This design comes from an exercise in tuning for small area, a short achievable clock period and few clock cycles per item on the open sky130 flow, not from production work. Only simulation tests tie the RTL to the original design; equivalence was not proved. Power is estimated from default activity; no workload was simulated.

Setup of exp/violet:
## zi_sha256
module zi_sha256 (
    input  wire         clk,
    input  wire         rst,           
    input  wire         in_valid,
    output wire         in_ready,
    input  wire [31:0]  in_data,
    input  wire         in_last,
    input  wire [2:0]   in_nbytes,     
    output reg          out_valid,
    output wire [255:0] out_digest
);
Settings: LEC_CHECK=0, CAP_MARGIN=20, CORE_MARGIN=2, CORE_UTILIZATION=55, SLEW_MARGIN=20; clock period 10.0 ns.
standard.sh (not shown) runs the stock make flow with config.mk's settings and CLKGATE_MAP_FILE= SYNTH_SCRIPT=/design/flow/synth_recipe.tcl, a recipe that flattens the netlist after the stock synthesis.
==> flow/flow/run.sh <==
#!/bin/bash
# The standard layout (standard.sh: unchanged synthesis and ORFS steps)
# with these options: timing repair aims at a larger setup margin; every port
# still gets its own buffer, but a plain buf_2 instead of the delay-buffer cell
# buffer_ports picks by itself; clock tree synthesis without dummy balancing
# loads and with larger sink clusters (fewer leaf buffers). The make output goes to flow_make.log; each ORFS step writes its own
# log under orfs/logs/.
set -euo pipefail
bash standard.sh \
  SETUP_SLACK_MARGIN=6.0 \
  "BUFFER_PORTS_ARGS=-buffer_cell sky130_fd_sc_hd__buf_2" \
  "CTS_ARGS=-sink_clustering_enable -repair_clock_nets -dont_use_dummy_load -sink_clustering_size 24 -sink_clustering_max_diameter 80" \
  finish > flow_make.log 2>&1
Testbench counts of exp/violet, summed over its fixed seeds: cycles 70,032, bytes 62,061.
[inputs] exp/nickel vs exp/violet
Settings: setting PLACE_DENSITY to 0.68 for the first time.
diff --git a/flow/flow/run.sh b/flow/flow/run.sh
--- a/flow/flow/run.sh
+++ b/flow/flow/run.sh
@@ -9,3 +9,3 @@
 bash standard.sh \
-  SETUP_SLACK_MARGIN=6.0 \
+  SETUP_SLACK_MARGIN=5.9 \
   "BUFFER_PORTS_ARGS=-buffer_cell sky130_fd_sc_hd__buf_2" \
- exp/nickel ends up with a final non-filler cell area that is 1.2% lower than in exp/violet.
- exp/violet → exp/nickel: power per standard cell area saw a decrease; cell count now sits lower; number of gates given a new drive strength after cts -about 50%; global-route usage lost 0.58 points.
- Summary of exp/nickel over exp/violet: power attributed to combinational cells went down about 4%, share of total power in the clock network now larger, setup slack shows a reduction of 0.014 ns, number of enable-type register cells in the synthesized netlist was more or less identical.
Here is what was changed in the inputs of exp/ember compared with exp/nickel.
Settings: a deleted PLACE_DENSITY that had been 0.68; a change of CORE_UTILIZATION from 55 to 40.
==> flow/flow/run.sh <==
#!/bin/bash
# The standard layout (standard.sh: unchanged synthesis and ORFS steps)
# with these options: timing repair aims at a larger setup margin; every port
# still gets its own buffer, but a plain buf_2 instead of the delay-buffer cell
# buffer_ports picks by itself; clock tree synthesis without dummy balancing
# loads. The make output goes to flow_make.log; each ORFS step writes its own
# log under orfs/logs/.
set -euo pipefail
bash standard.sh \
  SETUP_SLACK_MARGIN=5.8 \
  "BUFFER_PORTS_ARGS=-buffer_cell sky130_fd_sc_hd__buf_2" \
  "CTS_ARGS=-sink_clustering_enable -repair_clock_nets -dont_use_dummy_load" \
  finish > flow_make.log 2>&1
Findings:
The final reports for exp/ember and exp/nickel show first-pass GRT wire length higher in the former. The area after synthesis was comparable across exp/nickel and exp/ember. exp/ember against exp/nickel: well-tap cell count +38%; post-route minimum period +0.097 ns; power +6.0%.
diff inputs: exp/ember => exp/zinc
Settings: a change of CORE_UTILIZATION from 40 to 55.
==> flow/flow/run.sh <==
#!/bin/bash
# The standard layout (standard.sh: unchanged synthesis and ORFS steps)
# with these options: timing repair aims at a larger setup margin; every port
# still gets its own buffer, but a plain buf_1 instead of the delay-buffer cell
# buffer_ports picks by itself; clock tree synthesis without dummy balancing
# loads and with larger sink clusters (fewer leaf buffers). The make output goes to flow_make.log; each ORFS step writes its own
# log under orfs/logs/.
set -euo pipefail
bash standard.sh \
  SETUP_SLACK_MARGIN=5.9 \
  "BUFFER_PORTS_ARGS=-buffer_cell sky130_fd_sc_hd__buf_1" \
  "CTS_ARGS=-sink_clustering_enable -repair_clock_nets -dont_use_dummy_load -sink_clustering_size 24 -sink_clustering_max_diameter 80" \
  finish > flow_make.log 2>&1
--- outcome ---
- Combinational cell power across exp/zinc and exp/ember: no real change.
- Die height went down by more than 10% going from exp/ember to exp/zinc.
- exp/zinc against exp/ember; per-cell via count in the routed design is up by a little under 10%.
diff inputs: exp/zinc => exp/fjord
Settings: a change of CORE_UTILIZATION from 55 to 40.
diff --git a/flow/flow/run.sh b/flow/flow/run.sh
--- a/flow/flow/run.sh
+++ b/flow/flow/run.sh
@@ -3,3 +3,3 @@
 # with these options: timing repair aims at a larger setup margin; every port
-# still gets its own buffer, but a plain buf_1 instead of the delay-buffer cell
+# still gets its own buffer, but a plain buf_2 instead of the delay-buffer cell
 # buffer_ports picks by itself; clock tree synthesis without dummy balancing
@@ -9,4 +9,4 @@
 bash standard.sh \
-  SETUP_SLACK_MARGIN=5.9 \
-  "BUFFER_PORTS_ARGS=-buffer_cell sky130_fd_sc_hd__buf_1" \
+  SETUP_SLACK_MARGIN=5.8 \
+  "BUFFER_PORTS_ARGS=-buffer_cell sky130_fd_sc_hd__buf_2" \
   "CTS_ARGS=-sink_clustering_enable -repair_clock_nets -dont_use_dummy_load -sink_clustering_size 24 -sink_clustering_max_diameter 80" \
Results
- Compared with exp/zinc, exp/fjord is hungrier on power.
- Power share of the combinational group, exp/zinc and exp/fjord: higher on exp/zinc
- Slew of the pin with the lowest slew margin up 0.13 ns in exp/fjord wrt exp/zinc
- For the row count, exp/fjord came in about 18% higher than exp/zinc did.
- Design area up 1300 um2 in exp/fjord wrt exp/zinc
- The lower global-route usage over all layers of exp/zinc and exp/fjord is in exp/fjord.
- exp/fjord has number of gates resized after CTS below what exp/zinc had.
- Routed wire length, exp/zinc and exp/fjord: higher on exp/fjord
- The pin count of the biggest net entering global routing number comes out lower for exp/fjord vs exp/zinc.
- exp/fjord vs exp/zinc: worst voltage drop across the vdd grid down in exp/fjord
- exp/fjord reached the end of the flow, and the finished layout is clean on the timing, DRC and antenna checks.

[what the ideal ports hide]
In the flow no input, the clock included, has a driving cell. The finished layouts below were timed again as built, in two steps.
Step 1 sets driving cells, clkbuf_16 on the clock port and buf_2 on the other inputs (assumed; they add their load-dependent delay and slew).
Step 2 moves the port delays by t, midway between the first and last clock arrival at a register: inputs arrive t later, outputs are due t later. That takes back most of the time a late clock gives input paths.
Three values: ideal, step 1, step 2; two values: the first two.
| run | shift t [ns] | setup slack, ns | worst hold slack (ns) | worst register clock-pin slew, ns | worst slew at a driven data input, ns |
|---|---|---|---|---|---|
| exp/violet | 0.719 | 5.972 / 5.972 / 5.347 | 0.307 / 0.307 / 0.307 | 0.11 / 0.11 | 0.05 |
| exp/nickel | 0.733 | 5.958 / 5.958 / 5.445 | 0.272 / 0.272 / 0.272 | 0.10 / 0.10 | 0.07 |
| exp/ember | 0.836 | 5.861 / 5.861 / 5.534 | 0.275 / 0.275 / 0.275 | 0.07 / 0.07 | 0.04 |
| exp/zinc | 0.743 | 5.890 / 5.890 / 5.406 | 0.282 / 0.282 / 0.282 | 0.10 / 0.10 | 0.06 |
| exp/fjord | 0.760 | 5.884 / 5.884 / 5.495 | 0.250 / 0.250 / 0.250 | 0.10 / 0.10 | 0.04 |
After both steps every run listed still meets setup and hold. For exp/violet, which loses most, drivers alone change the setup slack by 0.000 ns; drivers and shift together by -0.625 ns.
